From an optimization exercise on the open Yosys and OpenROAD flow, aimed at small area and a short achievable clock period; shortcuts taken in it are not production practice.
In this exercise RTL edits were held to simulation tests only and were not proved equivalent to the original.
Power is estimated from default activity; no workload was simulated.

## antibuee_proto
module antibuee_proto (
    input              clk,
    input              rst,           
    input              ev_valid,
    input      [2:0]   ev_kind,       
    input      [7:0]   ev_op,         
    input      [7:0]   ev_data,       
    input              ev_wr_ok,      
    output reg         resp_valid,
    output reg [1:0]   resp_code,     
    output reg         tx_valid,
    output reg         tx_two,
    output     [7:0]   tx_b0,
    output reg [7:0]   tx_b1,
    output reg         ack_valid,
    output     [7:0]   ack_cmd,
    output             ack_success,
    output reg [3:0]   ack_reason,
    output reg         unk_valid,
    output     [6:0]   raw_len,
    output     [511:0] raw_bytes,
    output reg         stat_valid,
    output     [223:0] stat_m,
    output     [29:0]  stat_s,
    output     [15:0]  stat_ts,
    output reg         terr_valid,
    output     [7:0]   terr_op,
    output reg         conn_valid,
    output             conn_state
);
For scale: roughly 1700 cells after synthesis, ~840 flip-flops, roughly 30000 µm² of cells after synthesis.
==> flow/config.mk <==
export PLATFORM = sky130hd
export DESIGN_NAME = antibuee_proto
export DESIGN_NICKNAME = antibuee_proto
export VERILOG_FILES = /design/flow/design.v
export SDC_FILE = /design/flow/constraint.sdc
export NUM_CORES = 4
export LEC_CHECK = 0
export CAP_MARGIN = 20
export CORE_MARGIN = 2
export CORE_UTILIZATION = 40
export SLEW_MARGIN = 20
==> flow/constraint.sdc <==
create_clock -name core_clock -period 12.0 [get_ports {clk}]
set_input_delay 2.4000 -clock core_clock [delete_from_list [all_inputs] [get_ports {clk}]]
set_output_delay 2.4000 -clock core_clock [all_outputs]
set_load 0.01 [all_outputs]
standard.sh (not shown) runs the stock make flow with config.mk's settings and CLKGATE_MAP_FILE= SYNTH_SCRIPT=/design/flow/synth_recipe.tcl, a recipe that flattens the netlist after the stock synthesis.
==> flow/flow/run.sh <==
#!/bin/bash
# Standard ORFS layout, with the port buffers made of the smallest buffer cell,
# clock tree synthesis without dummy loads, and timing repair aiming at a
# shorter period than the constraint (the constraint itself is unchanged).
set -euo pipefail
cd "$(dirname "$0")/.."
export BUFFER_PORTS_ARGS="-buffer_cell sky130_fd_sc_hd__buf_1"
export CTS_ARGS="-sink_clustering_enable -repair_clock_nets -dont_use_dummy_load -buf_list sky130_fd_sc_hd__clkbuf_16 -sink_clustering_size 24 -sink_clustering_max_diameter 100"
export SETUP_SLACK_MARGIN=8.3
bash standard.sh > orfs_make.log 2>&1
Next try:
--- a/flow/design.v
+++ b/flow/design.v
@@ -53,12 +53,13 @@
     reg        sf_ok;         
     reg [2:0]  sf_idx;        
     reg        sf_neg;        
     reg [1:0]  sf_fst;        
     reg        sf_shp;        
     reg        sf_pdv;        
+    reg [4:0]  sf_pd;         
     reg [31:0] fm [0:6];      
     reg [5:0]  fs [0:4];      
     genvar gi;
     generate
         for (gi = 0; gi < 64; gi = gi + 1) begin : g_raw
             assign raw_bytes[8*gi +: 8] = buf_mem[gi];
@@ -267,13 +268,13 @@
         tx_valid   <= 1'b0;
         ack_valid  <= 1'b0;
         unk_valid  <= 1'b0;
         stat_valid <= 1'b0;
         terr_valid <= 1'b0;
         conn_valid <= 1'b0;
-        tx_b1      <= (ev_op[2] && !ev_kind[0]) ? full_enc(ev_data[6:0]) : {4'h3, ev_data[3:0]};
+        tx_b1      <= ev_op[2] ? full_enc(ev_data[6:0]) : {4'h3, ev_data[3:0]};
         resp_code  <= !enc_ok ? R_INVALID :
                       !st_idle ? R_BUSY :
                       !(connected && ev_wr_ok) ? R_TRANSPORT : R_ACCEPTED;
         ack_reason <= tick_to ? RS_TIMEOUT : rx_ovf ? RS_OVERFLOW : c_reason;
         len_q      <= len + {6'd0, append};
         len_clr    <= 1'b0;
@@ -368,13 +369,12 @@
     integer i;
     always @(posedge clk) begin
         for (i = 0; i < 64; i = i + 1)
             if (len == i)
                 buf_mem[i] <= b;
     end
-    wire [3:0]  sf_pd = tx_b1[3:0];    
     function [31:0] bk_add(input [31:0] a, input [31:0] b);
         reg [31:0] g, p;
         integer l, i;
         begin
             g = a & b;
             p = a ^ b;
@@ -388,20 +388,21 @@
                     g[i] = g[i] | (p[i] & g[i-l]);
             bk_add = a ^ b ^ {g[30:0], 1'b0};
         end
     endfunction
     wire [31:0] fm_x8  = {fm[6][28:0], 3'b000};
     wire [31:0] fm_x2  = {fm[6][30:0], 1'b0};
-    wire [31:0] fm_d   = {{28{sf_neg}}, sf_pd ^ {4{sf_neg}}};
+    wire [31:0] fm_d   = {{27{sf_pd[4]}}, sf_pd};
     wire [31:0] fm_cs  = fm_x8 ^ fm_x2 ^ fm_d;
     wire [31:0] fm_cc  = (fm_x8 & fm_x2) | (fm_x8 & fm_d) | (fm_x2 & fm_d);
-    wire [31:0] fm_add = bk_add(fm_cs, {fm_cc[30:0], sf_neg});
+    wire [31:0] fm_add = bk_add(fm_cs, {fm_cc[30:0], 1'b0});
     wire        fs_shift = sf_shp && ~(sf_idx[2] & (sf_idx[1] | sf_idx[0]));
     always @(posedge clk) begin
         sf_shp <= 1'b0;
         sf_pdv <= 1'b0;
+        sf_pd  <= sf_neg ? (5'd0 - {1'b0, b[3:0]}) : {1'b0, b[3:0]};
         if (first) begin
             sf_stat <= b_open;
             sf_ok   <= 1'b1;
             sf_idx  <= 3'd0;
             sf_neg  <= 1'b0;
             sf_fst  <= 2'b00;
Result: The changed run went through all stages and came out clean. Power rose by 3.7%. Area after synthesis barely changes. Worst setup slack degrades by 320 ps. Clock power barely changes. Sequential share of layout area decreases by 0.83 points. Fmax came out lower by 7.9%. Via count went up by 2.4%. Wire length rose by 8.7%. Non-clock buffer count rises by 33. Sequential cell count increases by 5. Sequential power climbs by about 1%.

-- port drivers added, routing unchanged --
The flow's constraints put no driver on any port. The routed layouts listed below were extracted and timed again, unchanged, in two steps. Step 1 assumes that a clkbuf_16 drives the clock port and a buf_2 every other input. Step 2 moves the port delays by t, midway between the first and last clock arrival at a register: inputs arrive t later, outputs are due t later. That takes back most of the time a late clock gives input paths. a / b / c = ideal / step 1 / step 2; a / b = the first two.
| run | shift t [ns] | slack for setup (ns) | worst setup path at the end | worst register clock-pin slew, ns | worst slew at a driven data input, ns |
|---|---|---|---|---|---|
| the first run | 0.631 | 8.313 / 8.207 / 7.576 | input to register | 0.10 / 0.10 | 0.18 |
| the second run | 0.641 | 7.995 / 8.000 / 7.359 | input to register | 0.10 / 0.10 | 0.11 |
After both steps setup and hold are still met in every run listed. For the first run, which loses most, drivers alone change the setup slack by -0.106 ns; drivers and shift together by -0.737 ns.
